Background: an optimization exercise with open tools, aiming at small area. Do not read the settings as production practice. Function was checked by simulation only, so behaviour that the tests miss may differ from the original.

## tgb_chan_trial
module tgb_chan_trial (
    input  wire               clk,
    input  wire               rst,         
    input  wire               scheme,      
    input  wire [3:0]         sps,         
    input  wire [7:0]         phase_inc,   
    input  wire [7:0]         sigma,       
    input  wire               start,       
    input  wire               s_valid,
    input  wire [1:0]         sym_i,       
    input  wire [1:0]         sym_q,       
    input  wire signed [9:0]  noise,       
    output reg                r_valid,
    output wire signed [25:0] r_stat_i,
    output wire signed [25:0] r_stat_q,
    output wire               r_dec_i,     
    output wire               r_dec_q,
    output wire [15:0]        r_errs
);
==> flow/config.mk <==
export PLATFORM = sky130hd
export DESIGN_NAME = tgb_chan_trial
export DESIGN_NICKNAME = tgb_chan_trial
export VERILOG_FILES = /design/flow/design.v
export SDC_FILE = /design/flow/constraint.sdc
export NUM_CORES = 4
export LEC_CHECK = 0
export CAP_MARGIN = 20
export CORE_MARGIN = 2
export CORE_UTILIZATION = 75
export SLEW_MARGIN = 20
export SYNTH_HIERARCHICAL = 1
export SYNTH_MINIMUM_KEEP_SIZE = 0
==> flow/constraint.sdc <==
create_clock -name core_clock -period 30.0 [get_ports {clk}]
set_input_delay 6.0000 -clock core_clock [delete_from_list [all_inputs] [get_ports {clk}]]
set_output_delay 6.0000 -clock core_clock [all_outputs]
set_load 0.01 [all_outputs]
standard.sh (not shown) runs the stock make flow with config.mk's settings and CLKGATE_MAP_FILE= SYNTH_SCRIPT=/design/flow/synth_recipe.tcl, a recipe that flattens the netlist after the stock synthesis.
==> flow/flow/run.sh <==
#!/bin/bash
# The standard layout, with the port buffers that placement inserts taken as
# the smallest buffer (sky130_fd_sc_hd__buf_1); the resizer still upsizes any
# that timing or slew needs. Each step's full output stays in orfs/logs/;
# make's own output goes to make.log.
set -euo pipefail
bash standard.sh 'BUFFER_PORTS_ARGS=-buffer_cell sky130_fd_sc_hd__buf_1' finish > make.log 2>&1
The starting point passed the timing, design-rule and antenna checks.
Change:
==> flow/flow/run.sh (replaced) <==
#!/bin/bash
# The standard layout, with changes that only affect which buffers are used:
#  - the port buffers that placement inserts are the smallest buffer
#    (sky130_fd_sc_hd__buf_1); the resizer still upsizes any that need it;
#  - the buffers that synthesis (abc) inserted are removed at floorplan, and
#    repair_design adds back only those that slew and capacitance limits need;
#  - clock tree synthesis uses sky130_fd_sc_hd__clkbuf_4 and _8 and no dummy loads.
# Each step's full output stays in orfs/logs/; make's own output goes to make.log.
set -euo pipefail
bash standard.sh \
  'BUFFER_PORTS_ARGS=-buffer_cell sky130_fd_sc_hd__buf_1' \
  'REMOVE_ABC_BUFFERS=1' \
  'CTS_ARGS=-sink_clustering_enable -repair_clock_nets -buf_list "sky130_fd_sc_hd__clkbuf_4 sky130_fd_sc_hd__clkbuf_8" -dont_use_dummy_load' \
  finish > make.log 2>&1
CAP_MARGIN = 0   (was 20)
GPL_TIMING_DRIVEN = 0   (was default)
SLEW_MARGIN = 0   (was 20)
After rerunning: This time the run aborted during 4_1_cts; synthesized cell count is unchanged; synthesized area is unchanged.
Change:
==> flow/flow/run.sh (replaced) <==
#!/bin/bash
# The standard layout, with changes that only affect which buffers are used:
#  - the port buffers that placement inserts are the smallest buffer
#    (sky130_fd_sc_hd__buf_1); the resizer still upsizes any that need it;
#  - the buffers that synthesis (abc) inserted are removed at floorplan, and
#    repair_design adds back only those that slew and capacitance limits need;
#  - clock tree synthesis uses sky130_fd_sc_hd__clkbuf_8 and no dummy loads.
# Each step's full output stays in orfs/logs/; make's own output goes to make.log.
set -euo pipefail
bash standard.sh \
  'BUFFER_PORTS_ARGS=-buffer_cell sky130_fd_sc_hd__buf_1' \
  'REMOVE_ABC_BUFFERS=1' \
  'CTS_ARGS=-sink_clustering_enable -repair_clock_nets -buf_list sky130_fd_sc_hd__clkbuf_8 -dont_use_dummy_load' \
  finish > make.log 2>&1
CORE_UTILIZATION = 85   (was 75)
Result: The changed run completed without violations. Synthesized area does not change. Synthesized cell count does not change.
Change:
CORE_UTILIZATION = 75   (was 85)
Effect: Via count fell by 6.0%; global-route usage decreases by 8.8 points; fmax climbs by about 0.6%; worst setup slack improved by 0.14 ns; area after synthesis stays the same; cell count is higher by 2.4%; clock skew rises by 0.0055 ns.


tgb_chan_trial, a different RTL version from the one above (not shown whole).
Size: about 1400 cells after synthesis, about 110 I/O pins, ~15000 um2 of cells after synthesis.
Design tgb_chan_trial, start of the top module:
module tgb_chan_trial (
    input  wire               clk,
    input  wire               rst,         
    input  wire               scheme,      
    input  wire [3:0]         sps,         
    input  wire [7:0]         phase_inc,   
    input  wire [7:0]         sigma,       
    input  wire               start,       
    input  wire               s_valid,
    input  wire [1:0]         sym_i,       
    input  wire [1:0]         sym_q,       
    input  wire signed [9:0]  noise,       
    output reg                r_valid,
    output wire signed [25:0] r_stat_i,
    output wire signed [25:0] r_stat_q,
    output wire               r_dec_i,     
    output wire               r_dec_q,
    output wire [15:0]        r_errs
);
    reg        [7:0]  phase;
    reg        [3:0]  cnt;
    reg signed [24:0] acc_i;      
    reg signed [24:0] acc_q;
    reg        [15:0] errs;
    reg               e_i, e_q;         
    wire z    = rst | start;       
  ...
export LEC_CHECK = 0
export CAP_MARGIN = 20
export CORE_MARGIN = 2
export CORE_UTILIZATION = 65
export SLEW_MARGIN = 20
export SYNTH_HIERARCHICAL = 1
export SYNTH_MINIMUM_KEEP_SIZE = 0
create_clock -name core_clock -period 30.0 [get_ports {clk}]
==> flow/flow/run.sh <==
#!/bin/bash
# The standard layout, with the port buffers that placement inserts taken as
# the smallest buffer (sky130_fd_sc_hd__buf_1); the resizer still upsizes any
# that timing or slew needs. Each step's full output stays in orfs/logs/;
# make's own output goes to make.log.
set -euo pipefail
bash standard.sh 'BUFFER_PORTS_ARGS=-buffer_cell sky130_fd_sc_hd__buf_1' finish > make.log 2>&1
Next try:
==> flow/flow/run.sh (replaced) <==
#!/bin/bash
# The standard layout, with two changes that only affect how buffers are chosen:
#  - the port buffers that placement inserts are the smallest buffer
#    (sky130_fd_sc_hd__buf_1); the resizer still upsizes any that need it;
#  - clock tree synthesis uses sky130_fd_sc_hd__clkbuf_8 and no dummy loads.
# Each step's full output stays in orfs/logs/; make's own output goes to make.log.
set -euo pipefail
bash standard.sh \
  'BUFFER_PORTS_ARGS=-buffer_cell sky130_fd_sc_hd__buf_1' \
  'CTS_ARGS=-sink_clustering_enable -repair_clock_nets -buf_list sky130_fd_sc_hd__clkbuf_8 -dont_use_dummy_load' \
  finish > make.log 2>&1
Design area shrinks by 1.2%.
Die area stays the same.
Maximum frequency stays flat.
Via count hardly moves.
Next try:
==> flow/flow/run.sh (replaced) <==
#!/bin/bash
# The standard layout, with the port buffers that placement inserts taken as
# the smallest buffer (sky130_fd_sc_hd__buf_1); the resizer still upsizes any
# that timing or slew needs. Each step's full output stays in orfs/logs/;
# make's own output goes to make.log.
set -euo pipefail
bash standard.sh 'BUFFER_PORTS_ARGS=-buffer_cell sky130_fd_sc_hd__buf_1' finish > make.log 2>&1
- CTS_BUF_LIST: not set -> sky130_fd_sc_hd__clkbuf_16 sky130_fd_sc_hd__clkbuf_8
- CTS_CLUSTER_DIAMETER: not set -> 300
- CTS_CLUSTER_SIZE: not set -> 50
Non-clock buffer count is unchanged.
Hold slack loses 0.0033 ns.
Area after synthesis does not change.
Global-route usage climbs by 0.11 points.
Worst setup slack is about the same.
Utilization climbs by 0.80 points.
Synthesized cell count is unchanged.
Via count is about the same.
Register-to-register slack gains 0.05 ns.
Wire length climbs by 0.70%.


the baseline:
RTL: one of the versions met above, not the one the previous note started from.
Size in the first run: about 110 I/O pins, ~14,000 µm² of cells after synthesis.
Settings: LEC_CHECK=0, CAP_MARGIN=0, CORE_MARGIN=2, CORE_UTILIZATION=75, GPL_TIMING_DRIVEN=0, SLEW_MARGIN=0, SYNTH_HIERARCHICAL=1, SYNTH_MINIMUM_KEEP_SIZE=0; clock period 30.0 ns.
==> flow/flow/run.sh <==
#!/bin/bash
# The standard layout, with changes that only affect which buffers are used:
#  - the port buffers that placement inserts are the smallest buffer
#    (sky130_fd_sc_hd__buf_1); the resizer still upsizes any that need it;
#  - the buffers that synthesis (abc) inserted are removed at floorplan, and
#    repair_design adds back only those that slew and capacitance limits need;
#  - clock tree synthesis uses sky130_fd_sc_hd__clkbuf_4 and _8 and no dummy loads.
# Each step's full output stays in orfs/logs/; make's own output goes to make.log.
set -euo pipefail
bash standard.sh \
  'BUFFER_PORTS_ARGS=-buffer_cell sky130_fd_sc_hd__buf_1' \
  'REMOVE_ABC_BUFFERS=1' \
  'CTS_ARGS=-sink_clustering_enable -repair_clock_nets -buf_list {sky130_fd_sc_hd__clkbuf_4 sky130_fd_sc_hd__clkbuf_8} -dont_use_dummy_load' \
  finish > make.log 2>&1
The baseline reached the end of the flow, and the finished layout is clean on the timing, design-rule and antenna checks.
Here is what was changed in the inputs of the candidate compared with the baseline.
# the baseline
export LEC_CHECK = 0
export CAP_MARGIN = 0
export CORE_MARGIN = 2
export CORE_UTILIZATION = 75
export GPL_TIMING_DRIVEN = 0
export SLEW_MARGIN = 0
export SYNTH_HIERARCHICAL = 1
export SYNTH_MINIMUM_KEEP_SIZE = 0
create_clock -name core_clock -period 30.0 [get_ports {clk}]
# the candidate
export LEC_CHECK = 0
export CAP_MARGIN = 20
export CORE_MARGIN = 2
export CORE_UTILIZATION = 75
export SLEW_MARGIN = 20
export SYNTH_HIERARCHICAL = 1
export SYNTH_MINIMUM_KEEP_SIZE = 0
create_clock -name core_clock -period 30.0 [get_ports {clk}]
==> flow/flow/run.sh <==
#!/bin/bash
# The standard layout, with two changes that only affect how buffers are chosen:
#  - the port buffers that placement inserts are the smallest buffer
#    (sky130_fd_sc_hd__buf_1); the resizer still upsizes any that need it;
#  - clock tree synthesis clusters up to 41 sinks per clock buffer, uses
#    sky130_fd_sc_hd__clkbuf_16 and no dummy loads.
# Each step's full output stays in orfs/logs/; make's own output goes to make.log.
set -euo pipefail
bash standard.sh \
  'BUFFER_PORTS_ARGS=-buffer_cell sky130_fd_sc_hd__buf_1' \
  'CTS_ARGS=-sink_clustering_enable -sink_clustering_size 41 -sink_clustering_max_diameter 250 -repair_clock_nets -buf_list sky130_fd_sc_hd__clkbuf_16 -dont_use_dummy_load' \
  finish > make.log 2>&1
## What came out
Compared with the baseline, the candidate shows a post-route fraction of the period consumed by the critical path that is 3.5 points lower.
Diff the baseline -> the candidate: fraction of final layout cells with drive strength greater than 1 now larger.

## port drivers added, routing unchanged
The results above use ideal ports. As a check the final layouts listed here were re-extracted and re-timed, cells and wires unchanged.
Step 1 sets driving cells, clkbuf_16 on the clock port and buf_2 on the other inputs (assumed; they add their load-dependent delay and slew).
Step 2, shift: input delay + t, output delay - t, t = (earliest + latest rising clock arrival at the registers) / 2. This alone moves slack from input paths to output paths.
Three values: ideal, step 1, step 2; two values: the first two.
run	t (ns)	slack for setup (ns)	latest minus earliest clock arrival (ns)
the first run of note 1	0.395	6.648 / 6.659 / 6.264	0.025 / 0.025
the third run of note 1	0.420	5.428 / 5.445 / 5.025	0.035 / 0.035
the fourth run of note 1	0.417	5.569 / 5.588 / 5.171	0.040 / 0.040
the first run of note 2	0.408	6.682 / 6.702 / 6.294	0.014 / 0.014
the second run of note 2	0.412	6.679 / 6.687 / 6.275	0.045 / 0.044
the third run of note 2	0.408	6.682 / 6.702 / 6.294	0.014 / 0.014
the baseline	0.417	5.569 / 5.588 / 5.171	0.040 / 0.040
the candidate	0.391	6.634 / 6.646 / 6.255	0.027 / 0.027
After both steps setup and hold are still met in every run listed. For the second run of note 2, which loses most, drivers alone change the setup slack by +0.008 ns; drivers and shift together by -0.404 ns.
